Background: an optimization exercise with open tools, aiming at small area, a short achievable clock period and few clock cycles. Do not read the settings as production practice.
Only simulation tests tie the RTL to the original design; equivalence was not proved.

### config.mk
export PLATFORM = sky130hd
export DESIGN_NAME = pzip_packer
export DESIGN_NICKNAME = pzip_packer
export VERILOG_FILES = /design/flow/design.v
export SDC_FILE = /design/flow/constraint.sdc
export NUM_CORES = 4
export LEC_CHECK = 0
export CAP_MARGIN = 20
export CORE_MARGIN = 2
export CORE_UTILIZATION = 40
export SLEW_MARGIN = 20
### constraint.sdc
create_clock -name core_clock -period 23.0 [get_ports {clk}]
set_input_delay 4.6000 -clock core_clock [delete_from_list [all_inputs] [get_ports {clk}]]
set_output_delay 4.6000 -clock core_clock [all_outputs]
set_load 0.01 [all_outputs]
### design.v
module pzip_packer (
    input  wire       clk,
    input  wire       rst,
    input  wire       in_valid,
    output wire       in_ready,
    input  wire [7:0] in_data,
    input  wire       in_last,
    output wire       out_valid,
    input  wire       out_ready,
    output wire [7:0] out_data,
    output reg        done,
    output reg  [3:0] tlen
);
    localparam [3:0] S_FILL  = 4'd0,    
                     S_CLS   = 4'd1,    
                     S_RLE   = 4'd2,    
                     S_RUN   = 4'd3,    
                     S_RLE_C = 4'd4,    
                     S_RLE_B = 4'd5,    
                     S_RAW   = 4'd6,    
                     S_DTAG  = 4'd7,    
                     S_DFRST = 4'd8,    
                     S_DDLT  = 4'd9,    
                     S_DCODE = 4'd10,   
                     S_TERM  = 4'd11,   
                     S_FLUSH = 4'd12,   
                     S_TRAIL = 4'd13;   
    reg  [3:0]  state;
    reg  [7:0]  w [0:8];      
    reg  [3:0]  wc;           
    reg         last_seen;    
    reg  [3:0]  idx;
    reg  [7:0]  run;
    reg  [7:0]  srt [0:8];
    reg  [2:0]  bits;
    reg  [31:0] code;
    reg  [3:0]  rank [0:8];
    reg  [7:0]  srt_c [0:8];
    reg  [7:0]  dmax;
    reg  [3:0]  bits_c;
    reg  [31:0] code_c;
    reg  [31:0] pw;
    integer i, j;
    always @(*) begin
        for (i = 0; i < 9; i = i + 1) begin
            rank[i] = 4'd0;
            for (j = 0; j < 9; j = j + 1)
                if ((w[j] < w[i]) || ((w[j] == w[i]) && (j < i)))
                    rank[i] = rank[i] + 4'd1;
        end
        for (i = 0; i < 9; i = i + 1) begin
            srt_c[i] = 8'd0;
            for (j = 0; j < 9; j = j + 1)
                if (rank[j] == i)
                    srt_c[i] = w[j];
        end
        dmax = 8'd0;
        for (i = 1; i < 9; i = i + 1)
            if (srt_c[i] - srt_c[i-1] > dmax)
                dmax = srt_c[i] - srt_c[i-1];
        bits_c = dmax[7] ? 4'd8 : dmax[6] ? 4'd7 : dmax[5] ? 4'd6 : dmax[4] ? 4'd5 :
                 dmax[3] ? 4'd4 : dmax[2] ? 4'd3 : dmax[1] ? 4'd2 : dmax[0] ? 4'd1 : 4'd0;
        code_c = 32'd0;
        pw = 32'd1;
        for (i = 0; i < 9; i = i + 1) begin
            code_c = code_c + ({28'd0, rank[i]} + 32'd1) * pw;
            pw = pw * 32'd10;
        end
    end
    reg  [15:0] acc;
    reg  [4:0]  acnt;
    reg  [3:0]  fn;       
    reg  [7:0]  fv;       
    always @(*) begin
        fn = 4'd0;
        fv = 8'd0;
        case (state)
            S_RLE:   begin fn = 4'd3; fv = 8'd0; end
            S_RLE_C: begin fn = 4'd8; fv = run; end
            S_RLE_B: begin fn = 4'd8; fv = w[0]; end
            S_RAW:   begin fn = (idx == 4'd0) ? 4'd3 : 4'd8;
                           fv = (idx == 4'd0) ? 8'd1 : w[idx - 4'd1]; end
            S_DTAG:  begin fn = 4'd3; fv = {5'd0, bits + 3'd2}; end
            S_DFRST: begin fn = 4'd8; fv = srt[0]; end
            S_DDLT:  begin fn = {1'b0, bits}; fv = srt[idx] - srt[idx - 4'd1]; end
            S_DCODE: begin fn = 4'd8; fv = code[31:24]; end
            S_TERM:  begin fn = 4'd3; fv = 8'd7; end
            default: begin fn = 4'd0; fv = 8'd0; end
        endcase
    end
    wire        wr_out    = (state != S_TRAIL) && (acnt >= 5'd8);
    assign out_valid = wr_out || ((state == S_TRAIL) && (idx != wc));
    assign out_data  = (state == S_TRAIL) ? w[idx] : acc[15:8];
    wire        out_fire  = out_valid && out_ready;
    wire        pop       = wr_out && out_ready;
    wire [15:0] acc_pop   = pop ? {acc[7:0], 8'h00} : acc;
    wire [4:0]  cnt_pop   = pop ? (acnt - 5'd8) : acnt;
    wire        wr_ok     = (fn != 4'd0) && (cnt_pop <= 5'd8);
    wire [7:0]  fv_left   = fv << (4'd8 - fn);
    wire [15:0] ins       = {fv_left, 8'h00} >> cnt_pop;
    assign in_ready = !last_seen && (((state == S_FILL) && (wc != 4'd9)) ||
                                     ((state == S_RUN) && (run != 8'd255)));
    wire        accept  = in_valid && in_ready;
    always @(posedge clk) begin
        if (rst) begin
            state     <= S_FILL;
            wc        <= 4'd0;
            last_seen <= 1'b0;
            idx       <= 4'd0;
            acc       <= 16'd0;
            acnt      <= 5'd0;
            done      <= 1'b0;
            tlen      <= 4'd0;
        end else begin
            done <= 1'b0;
            if (wr_ok) begin
                acc  <= acc_pop | ins;
                acnt <= cnt_pop + {1'b0, fn};
            end else begin
                acc  <= acc_pop;
                acnt <= cnt_pop;
            end
            case (state)
                S_FILL: begin
                    if (accept) begin
                        w[wc] <= in_data;
                        wc    <= wc + 4'd1;
                        if (in_last)
                            last_seen <= 1'b1;
                    end
                    if (wc == 4'd9)
                        state <= S_CLS;
                    else if (last_seen)
                        state <= S_TERM;
                end
                S_CLS: begin
                    for (i = 0; i < 9; i = i + 1)
                        srt[i] <= srt_c[i];
                    bits <= bits_c[2:0];
                    code <= code_c;
                    idx  <= 4'd0;
                    if (dmax == 8'd0)
                        state <= S_RLE;
                    else if (bits_c > 4'd4)
                        state <= S_RAW;
                    else
                        state <= S_DTAG;
                end
                S_RLE: if (wr_ok) begin
                    run   <= 8'd9;
                    state <= S_RUN;
                end
                S_RUN: begin
                    if (run == 8'd255 || last_seen) begin
                        wc    <= 4'd0;
                        state <= S_RLE_C;
                    end else if (accept) begin
                        if (in_last)
                            last_seen <= 1'b1;
                        if (in_data == w[0]) begin
                            run <= run + 8'd1;
                        end else begin
                            w[1]  <= in_data;    
                            wc    <= 4'd1;
                            state <= S_RLE_C;
                        end
                    end
                end
                S_RLE_C: if (wr_ok) state <= S_RLE_B;
                S_RLE_B: if (wr_ok) begin
                    if (wc == 4'd1)
                        w[0] <= w[1];
                    state <= S_FILL;
                end
                S_RAW: if (wr_ok) begin
                    idx <= idx + 4'd1;
                    if (idx == 4'd9) begin
                        wc    <= 4'd0;
                        state <= S_FILL;
                    end
                end
                S_DTAG: if (wr_ok) state <= S_DFRST;
                S_DFRST: if (wr_ok) begin
                    idx   <= 4'd1;
                    state <= S_DDLT;
                end
                S_DDLT: if (wr_ok) begin
                    idx <= idx + 4'd1;
                    if (idx == 4'd8) begin
                        idx   <= 4'd0;
                        state <= S_DCODE;
                    end
                end
                S_DCODE: if (wr_ok) begin
                    code <= {code[23:0], 8'h00};
                    idx  <= idx + 4'd1;
                    if (idx == 4'd3) begin
                        wc    <= 4'd0;
                        state <= S_FILL;
                    end
                end
                S_TERM: if (wr_ok) state <= S_FLUSH;
                S_FLUSH: begin
                    if (cnt_pop == 5'd0) begin
                        idx   <= 4'd0;
                        state <= S_TRAIL;
                    end else if (cnt_pop < 5'd8) begin
                        acnt <= 5'd8;
                    end
                end
                S_TRAIL: begin
                    if (idx == wc) begin
                        done      <= 1'b1;
                        tlen      <= wc;
                        wc        <= 4'd0;
                        last_seen <= 1'b0;
                        acc       <= 16'd0;
                        acnt      <= 5'd0;
                        state     <= S_FILL;
                    end else if (out_fire)
                        idx <= idx + 4'd1;
                end
                default: state <= S_FILL;
            endcase
        end
    end
endmodule
### run.sh
#!/bin/bash
# synth_recipe.tcl (not shown) runs the flow's synth.tcl, then flattens the netlist and writes it again
# the make line also repeats each setting of config.mk as NAME=value (left out here)
make -C /OpenROAD-flow-scripts/flow DESIGN_CONFIG=/design/flow/config.mk WORK_HOME=/design/flow/orfs CLKGATE_MAP_FILE= SYNTH_SCRIPT=/design/flow/synth_recipe.tcl finish
==> run notes <==
Yosys cell counts, types with 17 or more instances:
library cell    n  area (um2)
and4_1         17         149
a221oi_1       51         447
a21oi_1       514        2570
nor3_1         65         325
and2_1         22         138
mux4_2         79        1780
o211ai_1       99         743
a21o_1        127         953
o21a_1         61         458
o21ai_0       207        1040
or3_1          22         138
a32oi_1        22         193
a222oi_1       18         180
nand2b_1       60         375
buf_1          17        63.8
dfxtp_1        43         861
a22oi_1        31         233
xor2_1         99         867
o22ai_1        18         113
inv_1         435        1630
edfxtp_1      243        7300
o21bai_1       50         375
and3_1         43         269
nor2b_1        83         519
nand3_1        96         480
nand4_1        93         582
a31oi_1        40         250
mux2i_1        84         841
mux2_2         70         788
or2_2          27         169
a211oi_1      109         818
nand2_1       389        1460
fa_1          127        2540
nor2_1        410        1540
ha_1          799       10000
xnor2_1       189        1660
clkbuf_1      193         724
critical path, delay by kind of cell, from the launching register on:
family	cells	cell delay [ps]
AO/OA/AOI/OAI	36	6050
XOR/XNOR	1	460
adder cells (fa/ha/maj)	16	4810
buffers and inverters	10	1290
flip-flops	1	500
multiplexers	10	2350
AND/OR/NAND/NOR	35	6090
cell families (layout without fill, tap and decap cells):
| family | after synthesis | in the layout | share of synthesized area |
|---|---|---|---|
| other | 1 | 14 | 0.0000790 |
| flip-flops | 286 | 286 | 0.172 |
| buffers and inverters | 663 | 774 | 0.0529 |
| AND/OR/NAND/NOR | 1422 | 1422 | 0.147 |
| multiplexers | 233 | 233 | 0.0718 |
| AO/OA/AOI/OAI | 1574 | 1574 | 0.223 |
| adder cells (fa/ha/maj) | 926 | 926 | 0.264 |
| XOR/XNOR | 324 | 324 | 0.0688 |
per-layer routing:
metal | track usage | part of all wire
met4 | 0.140 | 0.057
met3 | 0.0453 | 0.093
met5 | 0 | 0.00017
met1 | 0.394 | 0.42
met2 | 0.462 | 0.43
flip-flops by register name (all words and copies together), names as in the netlist, named ones only:
signal / cells
tlen: 4
last_seen: 1
state: 4
done: 1
srt: 72
w: 128
code: 32
bits: 3
idx: 4
acc: 16
run: 8
wc: 4
acnt: 5
path summary, 6_finish.rpt:
check                         start  cells past startpoint  slack [ps]               endpoint
hold / removal    acc[0]$_SDFF_PP0_                      2         460      acc[0]$_SDFF_PP0_
setup reg to reg  w[6][7]$_DFFE_PP_                    108        1250  state[0]$_SDFFE_PP0P_
setup / recovery  w[6][7]$_DFFE_PP_                    108        1250  state[0]$_SDFFE_PP0P_
hold reg to reg   acc[0]$_SDFF_PP0_                      2         460      acc[0]$_SDFF_PP0_
stage by stage:
stage               hold WS [ps]
floorplan                    437
detailed placement           454
CTS                          462
finish                       463
global route                 498
global placement             446
layout make-up:
| class | instances | area share |
|---|---|---|
| flip-flops and latches | 286 | 0.156 |
| multi-input cells | 4487 | 0.711 |
| clock buffers | 43 | 0.0180 |
| diodes | 6 | 0.000288 |
| repair buffers | 270 | 0.0404 |
| clock inverters | 21 | 0.00542 |
| inverters | 440 | 0.0319 |
| well taps | 1536 | 0.0368 |
what timing repair did:
action / CTS / global route
gates resized for setup: 0 / 61
setup endpoints to repair: 0 / 5
hold buffers: 0 / 0
setup buffers: 0 / 36
==> impl_metrics.env <==
export IMPL_outcome="complete, no violations"
export IMPL_initial_utilization=0.403
export IMPL_synth_area_per_cell_um2=8.75
export IMPL_finalCritPeriodShare=0.946
export IMPL_final_cells=7089
export IMPL_dr_pass1_iters=8
export IMPL_drt_total_wl_mm=184
export IMPL_crit_top_cell="ha_1"
export IMPL_cpMaxStageDelayCell="or4_4"
export IMPL_final_util=0.442
export IMPL_yosys_warnings=4
export IMPL_die_w_um=349
export IMPL_multi_input_area_um2=37100
export IMPL_detailed_place_area_um2=50400
export IMPL_portBuffers=27
export IMPL_async_flop_share=0
export IMPL_clock_sinks=286
export IMPL_antenna_found_initial=4
export IMPL_worstMarginPinSlew_ps=1090
export IMPL_min_period_ps=21750
export IMPL_hold_viol=0
export IMPL_grt_pass1_vias=41500
export IMPL_hp_class="register to register"
export IMPL_pre_cts_slack_ps=526
export IMPL_avgViaCountPerCell=6.23
export IMPL_nets=6459
export IMPL_fillCellCount=11700
export IMPL_core_um2=118000
export IMPL_fmax_mhz=46.0
export IMPL_worstPathMaxFanout=11
export IMPL_fin_worst_skew_ps=26.8
export IMPL_gp_congestion=1.03
export IMPL_crit_path_end_kind="register"
export IMPL_cts_root_buffer_cell="clkbuf_16"
export IMPL_numCtsBuffers=35
export IMPL_crit_arrival_ps=22200
export IMPL_seq_area_um2=8160
export IMPL_cts_buffer_depth=3
export IMPL_hpwlAfterDp_mm=145
export IMPL_ys_flop_type="edfxtp_1"
export IMPL_grt_usage=0.294
export IMPL_wl_per_cell_um=26.0
export IMPL_slew_headroom=0.274
export IMPL_syn2layout_area_growth_pct=9.89
export IMPL_clk_pin_slew_ps=70
export IMPL_dp_cells=6983
export IMPL_setup_violations=0
export IMPL_clk_latency_ps=580
export IMPL_grt_max_degree=77
export IMPL_cap_violations=0
export IMPL_worstSetupPathType="register to register"
export IMPL_ys_seq_area_frac=0.172
export IMPL_fp_dieH_um=349
export IMPL_required_ps=23440
export IMPL_setup_ws_ps=1250
export IMPL_drive_gt1_frac=0.116
export IMPL_cpPeakStageDelay_ps=550
export IMPL_cts_htree_levels=2
export IMPL_synth_cell_area_um2=47500
export IMPL_mostFrequentLayoutCell="ha_1"
export IMPL_startpoint_type="register"
export IMPL_final_max_slew_violation_count=0
export IMPL_fp_row_count=126
export IMPL_tritoncts="done"
export IMPL_synth_edf_count=243
export IMPL_most_common_layout_cells="797 x ha_1, 512 x a21oi_1, 428 x inv_1, 407 x nor2_1, 384 x nand2_1"
export IMPL_netlist_instances=5429
export IMPL_grt_pass1_wl_mm=268
export IMPL_via_count=44200
export IMPL_yosysUniqueCellTypes=137
export IMPL_global_route_overflow_total=0
export IMPL_setup_tns_ps=0
export IMPL_ys_ff_latch=286
export IMPL_io_pins=28
export IMPL_first_iter_violations=5453
export IMPL_drc=0
export IMPL_final_cell_area_um2=52200
export IMPL_die_area_um2=121000
export IMPL_ant_nets=0
Testbench counts, summed over its fixed seeds: cycles 83,840.

## static timing again, ports no longer ideal
In the flow no input, the clock included, has a driving cell. The finished layout below was timed again as built, in two steps. Step 1 (the two cells are an assumption about what drives the block):
set clk [get_ports {clk}]
set_driving_cell -lib_cell sky130_fd_sc_hd__clkbuf_16 $clk
set_driving_cell -lib_cell sky130_fd_sc_hd__buf_2 [delete_from_list [all_inputs] $clk]
Step 2 times the ports against the registers' clock, not the clock port: input delays grow and output delays shrink by t, the midpoint of the rising clock arrivals with the driver on. a / b / c = ideal / step 1 / step 2; a / b = the first two.
t, ns: 0.643
setup WS [ns]: 1.245 / 1.245 / 1.245
latest minus earliest clock arrival (ns): 0.027 / 0.027
After both steps setup and hold are still met in this run. For this run, drivers alone change the setup slack by 0.000 ns; drivers and shift together by 0.000 ns.
